This design comes from an exercise in tuning for small area, a short achievable clock period and few clock cycles on the open sky130 flow, not from production work. Where RTL was checked, it was by simulation tests only, not by an equivalence proof against the original. Power is estimated from default activity; no workload was simulated.

Design ppe_codec, start of the top module:
module ppe_codec (
    input  wire        clk,
    input  wire        rst,
    input  wire        cmd_valid,
    output wire        cmd_ready,
    input  wire [3:0]  cmd_op,
    input  wire [7:0]  cmd_seqaddr,
    input  wire [7:0]  cmd_cmd,
    input  wire [10:0] cmd_len,
    input  wire        in_valid,
    output wire        in_ready,
    input  wire [7:0]  in_data,
    output wire        out_valid,
    input  wire        out_ready,
    output wire [7:0]  out_data,
    output wire        res_valid,
    input  wire        res_ready,
    output wire [3:0]  res_err,
    output wire [15:0] res_crc,
    output wire [7:0]  res_start,
    output wire [7:0]  res_seqaddr,
    output wire [7:0]  res_flen
);
For scale: roughly 100 I/O pins, about 5800 µm² of cells after synthesis.
==> flow/config.mk <==
export PLATFORM = sky130hd
export DESIGN_NAME = ppe_codec
export DESIGN_NICKNAME = ppe_codec
export VERILOG_FILES = /design/flow/design.v
export SDC_FILE = /design/flow/constraint.sdc
export NUM_CORES = 4
export LEC_CHECK = 0
export ABC_AREA = 1
export CAP_MARGIN = 20
export CORE_MARGIN = 2
export CORE_UTILIZATION = 40
export CTS_BUF_LIST = sky130_fd_sc_hd__clkbuf_8
export CTS_CLUSTER_DIAMETER = 100
export CTS_CLUSTER_SIZE = 40
export SETUP_SLACK_MARGIN = 2.05
export SLEW_MARGIN = 20
==> flow/constraint.sdc <==
create_clock -name core_clock -period 4.5 [get_ports {clk}]
set_input_delay 0.9000 -clock core_clock [delete_from_list [all_inputs] [get_ports {clk}]]
set_output_delay 0.9000 -clock core_clock [all_outputs]
set_load 0.01 [all_outputs]
standard.sh (not shown) runs the stock make flow with config.mk's settings and CLKGATE_MAP_FILE= SYNTH_SCRIPT=/design/flow/synth_recipe.tcl, a recipe that flattens the netlist after the stock synthesis.
==> flow/flow/run.sh <==
#!/bin/bash
# Standard layout, but the port buffers are plain buf_2 cells instead of the
# resizer's default pick (a 0.5 ns delay buffer).
set -euo pipefail
export BUFFER_PORTS_ARGS="-buffer_cell sky130_fd_sc_hd__buf_2"
bash standard.sh > standard_flow.log 2>&1
The starting point produced a clean layout.
Testbench counts at the start, summed over its fixed seeds: cycles 47,088.
==> next run, changes <==
==> flow/flow/run.sh (replaced) <==
#!/bin/bash
# Standard layout, but the port buffers are plain buf_1 cells instead of the
# resizer's default pick (a 0.5 ns delay buffer).
set -euo pipefail
export BUFFER_PORTS_ARGS="-buffer_cell sky130_fd_sc_hd__buf_1"
bash standard.sh > standard_flow.log 2>&1
--- a/flow/config.mk
+++ b/flow/config.mk
@@ -10,3 +10,3 @@
 export CORE_MARGIN = 2
-export CORE_UTILIZATION = 40
+export CORE_UTILIZATION = 60
 export CTS_BUF_LIST = sky130_fd_sc_hd__clkbuf_8
@@ -14,3 +14,3 @@
 export CTS_CLUSTER_SIZE = 40
-export SETUP_SLACK_MARGIN = 2.05
+export SETUP_SLACK_MARGIN = 1.6
 export SLEW_MARGIN = 20
The changed run completed without violations. Total power is lower by 8.7%. Synthesized cell count does not change. Routed wire length drops by 6.8%. Global-route usage rose by 10 points. Core utilization climbs by 19 points. Via count is higher by 0.31%. Worst setup slack loses 0.26 ns. Design area goes down by 9.3%. Flip-flop and latch count is unchanged.
==> next run, changes <==
--- a/flow/config.mk
+++ b/flow/config.mk
@@ -14,3 +14,3 @@
 export CTS_CLUSTER_SIZE = 40
-export SETUP_SLACK_MARGIN = 1.6
+export SETUP_SLACK_MARGIN = 1.9
 export SLEW_MARGIN = 20
The changed run finished clean.
Critical path depth drops by 1.
Combinational power went up by about 4%.
Clock-buffer cell count came out lower by 1.
Power stays flat.
Maximum frequency is higher by 9.9%.
Worst setup slack improved by 0.25 ns.
Sequential share of layout area went down by 0.37 points.
Sequential cell count is unchanged.
==> next run, changes <==
==> flow/flow/run.sh (replaced) <==
#!/bin/bash
# Standard layout, but the port buffers are plain buf_2 cells instead of the
# resizer's default pick (a 0.5 ns delay buffer).
set -euo pipefail
export BUFFER_PORTS_ARGS="-buffer_cell sky130_fd_sc_hd__buf_2"
bash standard.sh > standard_flow.log 2>&1
--- a/flow/config.mk
+++ b/flow/config.mk
@@ -10,3 +10,3 @@
 export CORE_MARGIN = 2
-export CORE_UTILIZATION = 60
+export CORE_UTILIZATION = 40
 export CTS_BUF_LIST = sky130_fd_sc_hd__clkbuf_8
=> The new run produced a clean layout. Global-route usage drops by 11 points. Maximum frequency drops by a few percent. Cell count climbs by a few percent.

== run A ==
ppe_codec, a different RTL version from the one above (not shown whole).
For scale: roughly 79 flip-flops, roughly 100 I/O pins, roughly 5800 sq um of cells after synthesis.
export LEC_CHECK = 0
export CAP_MARGIN = 20
export CORE_MARGIN = 2
export CORE_UTILIZATION = 40
export SLEW_MARGIN = 20
create_clock -name core_clock -period 4.5 [get_ports {clk}]
==> flow/flow/run.sh <==
#!/bin/bash
# Standard layout, but the port buffers are plain buf_2 cells instead of the
# resizer's default pick (a 0.5 ns delay buffer).
set -euo pipefail
export BUFFER_PORTS_ARGS="-buffer_cell sky130_fd_sc_hd__buf_2"
bash standard.sh > standard_flow.log 2>&1
### run A -> run B
# run A
export LEC_CHECK = 0
export CAP_MARGIN = 20
export CORE_MARGIN = 2
export CORE_UTILIZATION = 40
export SLEW_MARGIN = 20
create_clock -name core_clock -period 4.5 [get_ports {clk}]
# run B
export LEC_CHECK = 0
export CAP_MARGIN = 20
export CORE_MARGIN = 2
export CORE_UTILIZATION = 40
export SETUP_SLACK_MARGIN = 2.2
export SLEW_MARGIN = 20
create_clock -name core_clock -period 4.5 [get_ports {clk}]
- Looking at core utilization across run A and run B, the one that comes out lower is run A.
- Run B: combinational share of power is 9.8 points higher than what run A reported.
- Summary of the comparison: relative contribution of the clock network to total power is lower in run B, relative to run A.
- Re final sequential cell count: no difference whatsoever between run A and run B.
- Hold slack ends up higher on run A.
- Run B finished all stages; the layout is clean.
- | relative area change from synthesis to final layout | higher: run B |
- The lower met2 track demand over resource of run A and run B is in run A.
- Power after layout was higher in the run labelled run B.
- The higher non-clock buffer count came out of run B.
- Count of buffering cells on the critical path with inverters included: run A vs run B identical
- Summary: routed wire length, run B worse than run A
No run of this note included a check of the RTL's function; only the layout flow was run.

## job 907
Another version of the RTL of ppe_codec (not shown whole).
Size in the first run: about 870 cells after synthesis, roughly 110 flip-flops.
==> flow/config.mk <==
export PLATFORM = sky130hd
export DESIGN_NAME = ppe_codec
export DESIGN_NICKNAME = ppe_codec
export VERILOG_FILES = /design/flow/design.v
export SDC_FILE = /design/flow/constraint.sdc
export NUM_CORES = 4
export LEC_CHECK = 0
export CAP_MARGIN = 20
export CORE_MARGIN = 2
export CORE_UTILIZATION = 40
export SETUP_SLACK_MARGIN = 2.0
export SLEW_MARGIN = 20
==> flow/constraint.sdc <==
create_clock -name core_clock -period 4.5 [get_ports {clk}]
set_input_delay 0.9000 -clock core_clock [delete_from_list [all_inputs] [get_ports {clk}]]
set_output_delay 0.9000 -clock core_clock [all_outputs]
set_load 0.01 [all_outputs]
Scripts as last shown in full above: flow/flow/run.sh
## Diff of input files: job 6625 against job 907
- SETUP_SLACK_MARGIN no longer set, was 2.0
==> flow/run.sh (new file) <==
#!/bin/bash
# synth_recipe.tcl (not shown) runs the flow's synth.tcl, then flattens the netlist and writes it again
# the make line also repeats each setting of config.mk as NAME=value (left out here)
make -C /OpenROAD-flow-scripts/flow DESIGN_CONFIG=/design/flow/config.mk WORK_HOME=/design/flow/orfs CLKGATE_MAP_FILE= SYNTH_SCRIPT=/design/flow/synth_recipe.tcl finish
removed: flow/flow/run.sh
removed: flow/standard.sh
Notes after the runs:
Compared with job 907, in job 6625 maximum number of pins on one net before global-route repair went down, global-route wire length before repair now sits higher, number of buffer and inverter stages on the critical path +1, quantity of gates resized following cts shrank by 35. According to the power report, total power for job 6625 is lower than for job 907. Number of instances in the placed design grows slightly when moving from job 907 to job 6625. In the flow results for job 6625 and job 907, the met3 layer usage reported by global route is larger on job 907. | via count | job 6625 vs job 907 | ≈ equal |. Of job 6625 and job 907, the lower clock network power belongs to job 907. Summary: with job 907 as the reference, final area in job 6625 moved up slightly.
For job 8395, these inputs were changed with respect to job 6625:
- SETUP_SLACK_MARGIN: unset -> 1.8
==> comparison <==
- Every stage of the flow completed for job 8395, and the final layout passed the timing, DRC and antenna checks.
- Across both runs, fraction of standard cell area that is sequential was lower for job 8395 than for job 6625.
- Summary of job 8395 over job 6625: global-route wire length before repair grew by 1700 µm; critical path depth shrank by 1.
- [job 8395] final area rose 670 µm² relative to job 6625
- Job 8395 vs. job 6625: number of non-filler instances in the completed layout went up by 43.
- Taking job 8395 over job 6625, the routed length on met3 ratio works out to 0.928.
- Density: job 8395 denser than job 6625
- sky130_fd_sc_hd__clkdlybuf4s50_1 as the critical path's slowest cell was reported by job 8395, and sky130_fd_sc_hd__a21oi_2 by job 6625.
- [job 8395] multi-input gate share of total cell area rose 0.24 points relative to job 6625
- Beginning of the critical path = cmd_valid: job 6625; beginning of the critical path = cmd_len[3]: job 8395
- Signed area change from the synthesized netlist to the final layout, job 8395 and job 6625, lower one = job 6625.
- Job 8395 ended with more via count than job 6625.
Relative to job 8395, the following input files were edited for job 7420:
- SETUP_SLACK_MARGIN no longer set, was 1.8
==> flow/flow/run.sh (new file) <==
#!/bin/bash
# Standard layout, but the port buffers are plain buf_2 cells instead of the
# resizer's default pick (a 0.5 ns delay buffer).
set -euo pipefail
export BUFFER_PORTS_ARGS="-buffer_cell sky130_fd_sc_hd__buf_2"
bash standard.sh > standard_flow.log 2>&1
==> flow/standard.sh (new file) <==
#!/bin/bash
# synth_recipe.tcl (not shown) runs the flow's synth.tcl, then flattens the netlist and writes it again
# the make line also repeats each setting of config.mk as NAME=value (left out here)
make -C /OpenROAD-flow-scripts/flow DESIGN_CONFIG=/design/flow/config.mk WORK_HOME=/design/flow/orfs CLKGATE_MAP_FILE= SYNTH_SCRIPT=/design/flow/synth_recipe.tcl "${@:-finish}"
removed: flow/run.sh
Results
Switching power, job 7420 and job 8395, higher one = job 8395. Met3 global-route usage (lower): job 7420. Job 7420 vs job 8395: number of clock buffers in the layout down. Job 8395 was larger in final cell area than job 7420. Count of placed standard cells including taps is lower on job 7420. Comparing count of cells resized by post-cts repair for job 7420 and job 8395, the bigger number came from job 8395. Area enclosed by the die boundary: job 7420 vs job 8395 identical. Between job 7420 and job 8395, the sequential share of layout area is lower for job 8395. As of job 7420, detailed route wirelength on metal3 had risen by a little under 10% compared to job 8395. Job 8395 → job 7420: relative area change from synthesis to final layout dropped 17 points, clock period minus final worst setup slack increased 0.58 ns.
Function was not checked in any run of this note: the RTL went through the layout flow alone.

-- separate check: timing with driven ports --
The flow's constraints put no driver on any port. The routed layouts listed below were extracted and timed again, unchanged, in two steps. Step 1, drivers: a clkbuf_16 drives clk and a buf_2 each remaining input, both assumed. Step 2 also shifts input and output timing later by t, the mid clock arrival at the registers, as if the neighbouring blocks saw the same clock. a / b / c = ideal ports / drivers / drivers and shift; a / b = the first two.
run	shift t [ns]	slack for setup (ns)	latest minus earliest clock arrival (ns)	worst data-port slew with drivers (ns)
the first run of note 1	0.413	1.966 / 1.935 / 1.723	0.013 / 0.013	0.04
the second run of note 1	0.406	1.710 / 1.673 / 1.502	0.014 / 0.014	0.03
the third run of note 1	0.397	1.961 / 1.927 / 1.643	0.013 / 0.012	0.03
the fourth run of note 1	0.406	1.879 / 1.848 / 1.648	0.022 / 0.022	0.04
run A	0.393	0.945 / 0.944 / 0.944	0.010 / 0.010	0.04
run B	0.395	1.719 / 1.689 / 1.428	0.011 / 0.011	0.05
job 907	0.413	2.007 / 2.012 / 1.620	0.013 / 0.013	0.07
job 6625	0.405	1.173 / 1.192 / 0.787	0.011 / 0.011	0.05
job 8395	0.400	1.877 / 1.897 / 1.497	0.009 / 0.010	0.06
job 7420	0.404	1.302 / 1.302 / 1.171	0.008 / 0.008	0.05
After both steps setup and hold are still met in every run listed. The setup slack of job 907, which loses most, moves by +0.005 ns with the drivers and by -0.387 ns with both steps.
